Background: an optimization exercise with open tools, aiming at small area, a short achievable clock period and few clock cycles per item. Do not read the settings as production practice. For this run, only the layout was checked, not whether the RTL still works. Power is estimated from default activity; no workload was simulated.

==> flow/design.v <==
module alu_adder (
    input             clk,
    input             rst,
    input             req_valid,
    output            req_ready,
    input      [7:0]  ctrl,
    input      [31:0] src,
    input      [31:0] dest,
    input             flag_we,
    input      [5:0]  flag_wdata,
    output reg        resp_valid,
    output     [31:0] result,
    output     [5:0]  flags,
    output reg        faulted,
    output reg [2:0]  fault_cause
);
    localparam OP_ADD = 5'd0,  OP_ADC = 5'd1,  OP_SUB = 5'd2,  OP_SBB = 5'd3;
    localparam OP_MUL = 5'd4,  OP_IMUL = 5'd5, OP_DIV = 5'd6,  OP_IDIV = 5'd7;
    localparam OP_MOD = 5'd8,  OP_IMOD = 5'd9, OP_AND = 5'd10, OP_OR = 5'd11;
    localparam OP_XOR = 5'd12, OP_SHL = 5'd13, OP_SHR = 5'd14, OP_SAR = 5'd15;
    localparam OP_SAL = 5'd16;
    localparam CAUSE_DIV_ZERO = 3'd2, CAUSE_DIV_OVF = 3'd3;
    localparam CAUSE_ILL_OP = 3'd4, CAUSE_ILL_W = 3'd5;
    localparam I_IDLE = 0;    
    localparam I_MUL  = 1;    
    localparam I_MFIN = 2;    
    localparam I_DNEG = 3;    
    localparam I_DNS  = 8;    
    localparam I_DCLZ = 4;    
    localparam I_DALN = 5;    
    localparam I_DIT  = 6;    
    localparam I_DFIN = 7;    
    localparam [8:0] S_IDLE = 8'd1 << I_IDLE, S_MUL = 8'd1 << I_MUL, S_MFIN = 8'd1 << I_MFIN,
                     S_DNEG = 8'd1 << I_DNEG, S_DCLZ = 8'd1 << I_DCLZ, S_DALN = 8'd1 << I_DALN,
                     S_DIT = 8'd1 << I_DIT, S_DFIN = 8'd1 << I_DFIN, S_DNS = 9'd1 << I_DNS;
    function [31:0] rev32(input [31:0] x);
        integer k;
        for (k = 0; k < 32; k = k + 1) rev32[k] = x[31 - k];
    endfunction
    function [5:0] clz32(input [31:0] x);
        reg [15:0] z1; reg [15:0] c1;        
        reg [7:0]  z2; reg [15:0] c2;        
        reg [3:0]  z3; reg [11:0] c3;        
        reg [1:0]  z4; reg [7:0]  c4;        
        integer k;
        begin
            for (k = 0; k < 16; k = k + 1) begin
                z1[k] = !x[2*k+1] && !x[2*k];
                c1[k] = !x[2*k+1];
            end
            for (k = 0; k < 8; k = k + 1) begin
                z2[k] = z1[2*k+1] && z1[2*k];
                c2[2*k +: 2] = z1[2*k+1] ? {1'b1, c1[2*k]} : {1'b0, c1[2*k+1]};
            end
            for (k = 0; k < 4; k = k + 1) begin
                z3[k] = z2[2*k+1] && z2[2*k];
                c3[3*k +: 3] = z2[2*k+1] ? {1'b1, c2[2*(2*k) +: 2]} : {1'b0, c2[2*(2*k+1) +: 2]};
            end
            for (k = 0; k < 2; k = k + 1) begin
                z4[k] = z3[2*k+1] && z3[2*k];
                c4[4*k +: 4] = z3[2*k+1] ? {1'b1, c3[3*(2*k) +: 3]} : {1'b0, c3[3*(2*k+1) +: 3]};
            end
            clz32 = (z4[1] && z4[0]) ? 6'd32 : z4[1] ? {2'b01, c4[3:0]} : {2'b00, c4[7:4]};
        end
    endfunction
    function msb_w(input [31:0] x, input is8, input is16);
        msb_w = is8 ? x[7] : is16 ? x[15] : x[31];
    endfunction
    reg cf, pf, af, zf, sf, of;
    assign flags = {of, sf, zf, af, pf, cf};
    reg        ready_r;
    reg        v;
    reg [31:0] sr, dr;
    reg [35:0] acc;
    reg [8:0]  st;
    reg [4:0]  cnt;
    reg        b_one0, b_two0, b_neg0, b_one1, b_two1, b_neg1;
    reg        neg_sel;       
    reg        aln_lt;        
    reg        w8, w16;
    reg        m_mid, m_hi;    
    reg        x_mid, x_hi;    
    reg        c_ill_op, c_ill_w;
    reg        c_add, c_sub, c_cin;    
    reg        c_and, c_or, c_xor;
    reg        c_shl, c_shr, c_sar;
    reg        c_mul, c_imul, c_div, c_sdiv, c_rem;
    reg        s_neg, d_neg;   
    reg        k_xdr, k_xinv, k_ysr, k_yinv, k_c1, k_calu;
    assign req_ready = ready_r;
    assign result = acc[31:0];
    wire s_idle = st[I_IDLE], s_mul = st[I_MUL], s_mfin = st[I_MFIN], s_dneg = st[I_DNEG];
    wire s_dclz = st[I_DCLZ], s_daln = st[I_DALN], s_dit = st[I_DIT], s_dfin = st[I_DFIN];
    wire s_dns = st[I_DNS];
    wire [4:0] in_op = ctrl[4:0];
    wire [1:0] in_wc = ctrl[6:5];
    wire in_w8  = (in_wc == 2'b00);
    wire in_w16 = (in_wc == 2'b01);
    wire in_ill_op = ctrl[7] || (in_op > OP_SAL);
    wire in_ill_w  = (in_wc == 2'b11);
    wire in_add  = (in_op == OP_ADD) || (in_op == OP_ADC);
    wire in_sub  = (in_op == OP_SUB) || (in_op == OP_SBB);
    wire in_sdiv = (in_op == OP_IDIV) || (in_op == OP_IMOD);
    wire in_dsx  = (in_op == OP_IMUL) || in_sdiv || (in_op == OP_SAR);
    wire in_muldiv = (in_op >= OP_MUL) && (in_op <= OP_IMOD);
    wire [31:0] in_mask = {{16{!in_w8 && !in_w16}}, {8{!in_w8}}, 8'hFF};
    wire [31:0] mask = {{16{m_hi}}, {8{m_mid}}, 8'hFF};
    wire d_msb = msb_w(dr, w8, w16);
    wire [31:0] d_sx = dr | {{16{x_hi}}, {8{x_mid}}, 8'h00};
    wire c_shift = c_shl | c_shr | c_sar;
    wire c_arith = c_add | c_sub;
    wire        a_cin = k_c1 | (k_calu & (c_sub ^ (c_cin & cf)));
    wire [31:0] ax = (dr & {32{k_xdr}}) ^ {32{k_xinv}};    
    wire [31:0] ay = (sr & {32{k_ysr}}) ^ {32{k_yinv}};
    wire [33:0] asum_x = {1'b0, ax, a_cin} + {k_yinv, ay, 1'b1};
    wire [32:0] asum = asum_x[33:1];
    wire [31:0] r_add = asum[31:0] & mask;
    wire        a_cf = w8 ? asum[8] : w16 ? asum[16] : asum[32];
    wire        a_of = (msb_w(ay, w8, w16) == d_msb) && (msb_w(asum[31:0], w8, w16) != d_msb);
    wire [31:0] az_p = ax ^ ay;
    wire [31:0] az_k = {ax[30:0] | ay[30:0], a_cin};
    wire        a_zf = &((~(az_p ^ az_k)) | ~mask);
    wire        sh_aln = s_daln;
    wire [31:0] shx = (c_shl | sh_aln) ? rev32(sh_aln ? sr : dr) : d_sx;
    wire [4:0]  shc = sh_aln ? cnt : sr[4:0];
    wire        shfill = c_sar & d_neg & !sh_aln;
    wire [33:0] shw = $signed({shfill, shx, 1'b0}) >>> shc;
    wire [32:0] shz = shw[32:0];
    wire [31:0] sh_lv = rev32(shz[32:1]);
    wire [31:0] r_sh = (c_shl ? sh_lv : shz[32:1]) & mask;
    wire        sh_cf = c_shl ? (w8 ? shz[24] : w16 ? shz[16] : shz[0]) : shz[0];
    wire        sh_of = c_shl ? (msb_w(r_sh, w8, w16) ^ sh_cf) : c_sar ? 1'b0 : d_msb;
    wire [31:0] r_log = ({32{c_and}} & (sr & dr)) | ({32{c_or}} & (sr | dr)) | ({32{c_xor}} & (sr ^ dr));
    wire [31:0] r_nonarith = c_shift ? r_sh : r_log;
    wire [31:0] r_alu = c_arith ? r_add : r_nonarith;
    wire        r_cf = c_arith ? a_cf : c_shift ? sh_cf : 1'b0;
    wire        r_of = c_arith ? a_of : c_shift ? sh_of : 1'b0;
    wire alu_wflags = !(c_shift && sr[4:0] == 5'd0);
    wire r_zf = c_arith ? a_zf : (r_nonarith == 32'd0);
    wire r_sf = msb_w(r_alu, w8, w16);
    wire r_pf = ~^r_alu[7:0];
    wire [35:0] mD = {{4{d_neg}}, d_sx};
    function [2:0] booth_enc(input [2:0] y);    
        booth_enc = {y[2], (y[2] & ~y[1] & ~y[0]) | (~y[2] & y[1] & y[0]), y[1] ^ y[0]};
    endfunction
    wire [36:0] pp0 = (({37{b_one0}} & {mD[35], mD}) | ({37{b_two0}} & {mD, 1'b0})) ^ {37{b_neg0}};
    wire [36:0] pp1 = (({37{b_one1}} & {mD[35], mD}) | ({37{b_two1}} & {mD, 1'b0})) ^ {37{b_neg1}};
    wire [2:0]  bd0 = {b_neg0, 2'b00};
    wire [2:0]  bd1 = {b_neg1, 2'b00};
    wire [35:0] macc_in = acc & {36{!s_idle}};
    wire [39:0] m_a = {{4{macc_in[35]}}, macc_in};
    wire [39:0] m_b = {{3{pp0[36]}}, pp0};
    wire [39:0] m_c = {pp1[36], pp1, bd1[2], bd1[2]};
    wire [39:0] m_s1 = m_a ^ m_b ^ m_c;
    wire [39:0] m_c1 = {(m_a[38:0] & m_b[38:0]) | (m_a[38:0] & m_c[38:0]) | (m_b[38:0] & m_c[38:0]), bd1[2]};
    wire [40:0] msum_x = {m_s1, bd0[2]} + {m_c1, 1'b1};
    wire [39:0] msum = msum_x[40:1];
    wire [31:0] mul_lo = w8 ? {24'd0, sr[31:24]} : w16 ? {16'd0, sr[31:16]} : sr;
    wire [35:0] mz_y = yprev ? mD : 36'd0;    
    wire [35:0] mz_p = acc ^ mz_y;
    wire [35:0] mz_k = acc | mz_y;
    wire        mz_zero = (mz_p == {mz_k[34:0], 1'b0});
    wire        mul_ovf = c_imul ? (acc != {36{sr[31]}}) : !mz_zero;
    reg         yprev;
    wire div_sa = c_sdiv && d_neg;
    wire div_sb = c_sdiv && s_neg;
    wire div_by_zero = (sr == 32'd0);
    wire div_overflow = c_sdiv && (sr == mask) && (dr == (mask ^ (mask >> 1)));
    wire [5:0] clz_s = clz32(sr);
    wire [5:0] clz_d = clz32(dr);
    wire [6:0] aln_n = {1'b0, clz_s} - {1'b0, clz_d};
    wire       dq = !asum[32];                  
    wire [31:0] q_next = {acc[30:0], dq};
    wire [31:0] rem_next = dq ? asum[31:0] : dr;
    wire act = v && !faulted;
    wire idle_fault = act && s_idle && (c_ill_op || c_ill_w || (c_div && (div_by_zero || div_overflow)));
    wire [2:0] idle_cause = c_ill_op ? CAUSE_ILL_OP : c_ill_w ? CAUSE_ILL_W :
                            div_by_zero ? CAUSE_DIV_ZERO : CAUSE_DIV_OVF;
    wire idle_alu = act && s_idle && !c_ill_op && !c_ill_w && !c_mul && !c_div;
    wire dit_last = s_dit && (cnt == 5'd0);
    wire n_resp = idle_alu || (act && (s_mfin || s_dfin || (dit_last && !neg_sel)));
    wire done_now = n_resp || idle_fault;
    reg [8:0] n_st;
    always @(*) begin
        n_st = st;
        if (!act) n_st = S_IDLE;
        else if (s_idle) begin
            if (idle_fault || idle_alu) n_st = S_IDLE;
            else if (c_mul) n_st = S_MUL;
            else if (div_sb) n_st = S_DNS;
            else if (div_sa) n_st = S_DNEG;
            else n_st = S_DALN;
        end
        else if (s_mul) n_st = (cnt == 5'd0) ? S_MFIN : S_MUL;
        else if (s_mfin || s_dfin) n_st = S_IDLE;
        else if (s_dns) n_st = div_sa ? S_DNEG : S_DCLZ;
        else if (s_dneg) n_st = S_DCLZ;
        else if (s_dclz) n_st = S_DALN;
        else if (s_daln) n_st = aln_lt ? S_DFIN : S_DIT;
        else if (s_dit) n_st = (cnt != 5'd0) ? S_DIT : neg_sel ? S_DFIN : S_IDLE;
    end
    reg [4:0] n_cnt;
    always @(*) begin
        if (s_idle) begin
            n_cnt = c_div ? aln_n[4:0] : w8 ? 5'd0 : w16 ? 5'd2 : 5'd6;
        end else if (s_dclz) begin
            n_cnt = aln_n[4:0];
        end else if (s_daln || s_dns || s_dneg) begin
            n_cnt = cnt;
        end else begin
            n_cnt = cnt - 5'd1;
        end
    end
    wire n_negsel = s_idle ? (c_rem ? div_sa : (div_sa ^ div_sb)) : neg_sel;
    wire cap = ready_r;
    wire cap_v = cap && req_valid;
    wire nv = cap ? req_valid : (v && !done_now);
    wire next_last = (s_mul && cnt == 5'd0) || (s_daln && aln_lt) ||
                     (s_dit && ((cnt == 5'd0) ? neg_sel : (cnt == 5'd1 && !neg_sel))) ||
                     (s_daln && !aln_lt && cnt == 5'd0 && !neg_sel);
    wire n_rdy = cap ? (!req_valid || !in_muldiv) : (!v || done_now || next_last);
    reg nk_xdr, nk_xinv, nk_ysr, nk_yinv, nk_c1, nk_calu;
    always @(*) begin
        nk_xdr = 1'b1; nk_xinv = 1'b0; nk_ysr = 1'b1; nk_yinv = in_sub; nk_c1 = 1'b0; nk_calu = 1'b1;
        if (cap_v) begin
        end else if (n_st[I_DNS]) begin
            nk_xdr = 1'b0; nk_yinv = 1'b1; nk_c1 = 1'b1; nk_calu = 1'b0;
        end else if (n_st[I_DNEG]) begin
            nk_xinv = 1'b1; nk_ysr = 1'b0; nk_yinv = 1'b0; nk_c1 = 1'b1; nk_calu = 1'b0;
        end else if (n_st[I_DFIN]) begin
            nk_xinv = n_negsel; nk_ysr = 1'b0; nk_yinv = 1'b0; nk_c1 = n_negsel; nk_calu = 1'b0;
        end else begin
            nk_yinv = 1'b1; nk_c1 = 1'b1; nk_calu = 1'b0;
        end
    end
    always @(posedge clk) begin
        if (rst) begin
            ready_r     <= 1'b1;
            v           <= 1'b0;
            st          <= S_IDLE;
            resp_valid  <= 1'b0;
            faulted     <= 1'b0;
            fault_cause <= 3'd0;
            {of, sf, zf, af, pf, cf} <= 6'd0;
        end else begin
            resp_valid <= n_resp;
            if (idle_fault) begin
                faulted <= 1'b1;
                fault_cause <= idle_cause;
            end
            ready_r <= n_rdy && !idle_fault && !faulted;
            v  <= nv;
            st <= n_st;
            if (flag_we) begin
                {of, sf, zf, af, pf, cf} <= flag_wdata;
            end else if (idle_alu && alu_wflags) begin
                cf <= r_cf; of <= r_of; zf <= r_zf; sf <= r_sf; pf <= r_pf;
            end else if (act && s_mfin) begin
                cf <= mul_ovf; of <= mul_ovf;
            end
        end
        cnt <= n_cnt;
        neg_sel <= n_negsel;
        aln_lt <= aln_n[6];
        {k_xdr, k_xinv, k_ysr, k_yinv, k_c1, k_calu} <= {nk_xdr, nk_xinv, nk_ysr, nk_yinv, nk_c1, nk_calu};
        if (s_idle) begin
            if (c_mul) acc <= msum[39:4];
            else if (c_div) acc <= 36'd0;
            else acc <= {4'd0, r_alu};
        end else if (s_mul) begin
            acc <= msum[39:4];
        end else if (s_mfin) begin
            acc <= {4'd0, mul_lo};
        end else if (s_dit) begin
            if (cnt == 5'd0 && !neg_sel)
                acc <= {4'd0, (c_rem ? rem_next : q_next) & mask};
            else
                acc <= {4'd0, q_next};
        end else if (s_dfin) begin
            acc <= {4'd0, r_add};
        end
        yprev <= sr[3];
        if (cap) {b_neg0, b_two0, b_one0, b_neg1, b_two1, b_one1} <=
                     {booth_enc({src[1:0], 1'b0}), booth_enc(src[3:1])};
        else {b_neg0, b_two0, b_one0, b_neg1, b_two1, b_one1} <=
                     {booth_enc(sr[5:3]), booth_enc(sr[7:5])};
        if (cap) begin
            w8 <= in_w8; w16 <= in_w16;
            m_mid <= !in_w8; m_hi <= !in_w8 && !in_w16;
            x_mid <= in_dsx && in_w8 && dest[7];
            x_hi <= in_dsx && (in_w8 ? dest[7] : in_w16 && dest[15]);
            c_ill_op <= in_ill_op;
            c_ill_w  <= in_ill_w;
            c_add <= in_add;
            c_sub <= in_sub;
            c_cin <= (in_op == OP_ADC) || (in_op == OP_SBB);
            c_and <= (in_op == OP_AND);
            c_or  <= (in_op == OP_OR);
            c_xor <= (in_op == OP_XOR);
            c_shl <= (in_op == OP_SHL) || (in_op == OP_SAL);
            c_shr <= (in_op == OP_SHR);
            c_sar <= (in_op == OP_SAR);
            c_mul <= (in_op == OP_MUL) || (in_op == OP_IMUL);
            c_imul <= (in_op == OP_IMUL);
            c_div <= (in_op >= OP_DIV) && (in_op <= OP_IMOD);
            c_sdiv <= in_sdiv;
            c_rem <= (in_op == OP_MOD) || (in_op == OP_IMOD);
            s_neg <= in_sdiv && msb_w(src, in_w8, in_w16);
            d_neg <= in_dsx && msb_w(dest, in_w8, in_w16);
            sr <= src & in_mask;
            dr <= dest & in_mask;
        end else begin
            if (s_idle && c_mul) sr <= {msum[3:0], sr[31:4]};
            if (s_dns) sr <= r_add;
            if (s_mul) sr <= {msum[3:0], sr[31:4]};
            if (s_dneg) dr <= r_add;
            if (s_daln) begin
                if (aln_lt) dr <= c_rem ? dr : 32'd0;
                else sr <= sh_lv;
            end
            if (s_dit) begin
                sr <= {1'b0, sr[31:1]};
                if (cnt == 5'd0) dr <= c_rem ? rem_next : q_next;
                else dr <= rem_next;
            end
        end
    end
endmodule
==> flow/run.sh <==
#!/bin/bash
# synth_recipe.tcl (not shown) runs the flow's synth.tcl, then flattens the netlist and writes it again
# the make line also repeats each setting of config.mk as NAME=value (left out here)
make -C /OpenROAD-flow-scripts/flow DESIGN_CONFIG=/design/flow/config.mk WORK_HOME=/design/flow/orfs CLKGATE_MAP_FILE= SYNTH_SCRIPT=/design/flow/synth_recipe.tcl finish
==> flow/config.mk <==
export PLATFORM = sky130hd
export DESIGN_NAME = alu_adder
export DESIGN_NICKNAME = alu_adder
export VERILOG_FILES = /design/flow/design.v
export SDC_FILE = /design/flow/constraint.sdc
export NUM_CORES = 4
export LEC_CHECK = 0
export ABC_AREA = 1
export CAP_MARGIN = 50
export CORE_MARGIN = 2
export CORE_UTILIZATION = 60
export MIN_ROUTING_LAYER = met2
export SLEW_MARGIN = 50
==> flow/constraint.sdc <==
create_clock -name core_clock -period 13.0 [get_ports {clk}]
set_input_delay 2.6000 -clock core_clock [delete_from_list [all_inputs] [get_ports {clk}]]
set_output_delay 2.6000 -clock core_clock [all_outputs]
set_load 0.01 [all_outputs]
==> results.txt <==
## synth_stat cells, types with 9 or more instances
cell type,count
a21o_1,13
a21oi_1,234
a221oi_1,14
a22o_1,31
a31oi_1,20
a32oi_1,11
a41oi_1,9
buf_1,23
buf_2,48
buf_4,52
clkbuf_1,149
clkinv_1,12
dfxtp_1,69
edfxtp_1,97
fa_1,38
ha_1,210
inv_1,466
inv_2,21
nand2_1,1048
nand3_1,476
nand3_2,9
nand4_1,57
nor2_1,331
nor3_1,40
nor4_1,26
o2111ai_1,11
o211ai_1,71
o21ai_0,292
o21ai_1,80
o21bai_1,17
o221ai_1,30
o22ai_1,104
or2_2,19
xnor2_1,53
xor2_1,159
## how the worst max path moves through the flow
stage / end / slack (ps)
2_1_floorplan: acc[28] / 8870
3_3_place_gp: acc[28] / 8090
3_5_place_dp: acc[28] / 7950
4_1_cts: acc[28] / 7940
## stage by stage
stage	hold slack [ps]	area, µm²	setup WS [ps]
after floorplan	356	27500	8870
after global placement	453	28600	8090
after detailed placement	465	28700	7950
after CTS	474	29400	7940
## cells by family after synthesis
logic type,after synthesis,share of synthesized area (%)
AND/OR/NAND/NOR,2036,31.8
AO/OA/AOI/OAI,984,21.5
buffers and inverters,787,12.0
adder cells (fa/ha/maj),248,12.3
XOR/XNOR,212,6.76
flip-flops,166,15.6
multiplexers,1,0.0410
## layer usage
layer / global-route usage (%) / GRT overflow
met3: 118 / 1546
met1: - / -
met2: 97.2 / 368
met5: 105 / 156
met4: 88.1 / 232
## power by group through the flow
stage,sequential (mW),clock [mW],combinational [mW]
floorplan,0.798,0,2.88
detailed placement,0.936,0,4.20
global placement,0.935,0,4.15
CTS,0.925,0.567,4.23
==> qor.yml <==
grt_max_degree: 70
async_flop_share_pct: 0
syn_nets: 4764
ys_seq_area_share_pct: 15.6
synth_top_cell_by_area: "nand2_1"
overflow: 2302
hold_buffers: 0
port_buffers: 125
yosys-top-cells-area: "nand2_1 14%, edfxtp_1 11%, ha_1 9.6%"
htree_num_levels: 4
cts_resized: 0
status: "aborted with a tool error"
synthDistinctLibCells: 70
synth_edf_count: 97
fp.dieW_um: 218
clk_path_buf_depth: 2
cts.sinks: 166
syn-cell-area_um2: 27500
syn_avg_cell_area_um2: 6.20
grt_pass1_wl_um: 241000
die_y_um: 218
cts_root_buf: "clkbuf_16"
grt_pass1_vias: 50800
gp_congestion: 1.52
dp_hpwl_um: 113000
ioPinCount: 126
synth_top_area_share_pct: 14.3
cts_made_buffers: 17
synth_seq_cells: 166
tool.error: "[ERROR GRT-0116] Global routing finished with congestion. Check the congestion regions in the DRC Viewer."
post_cts_buffers: 0
yosysWarnings: 1
start_util_pct: 60.7
placedCellCount: 4946
track_usage_pct: 102
num_rows: 78
synthFlopType: "edfxtp_1"
stop_stage: "global routing (5_1_grt)"
synthCells: 4434
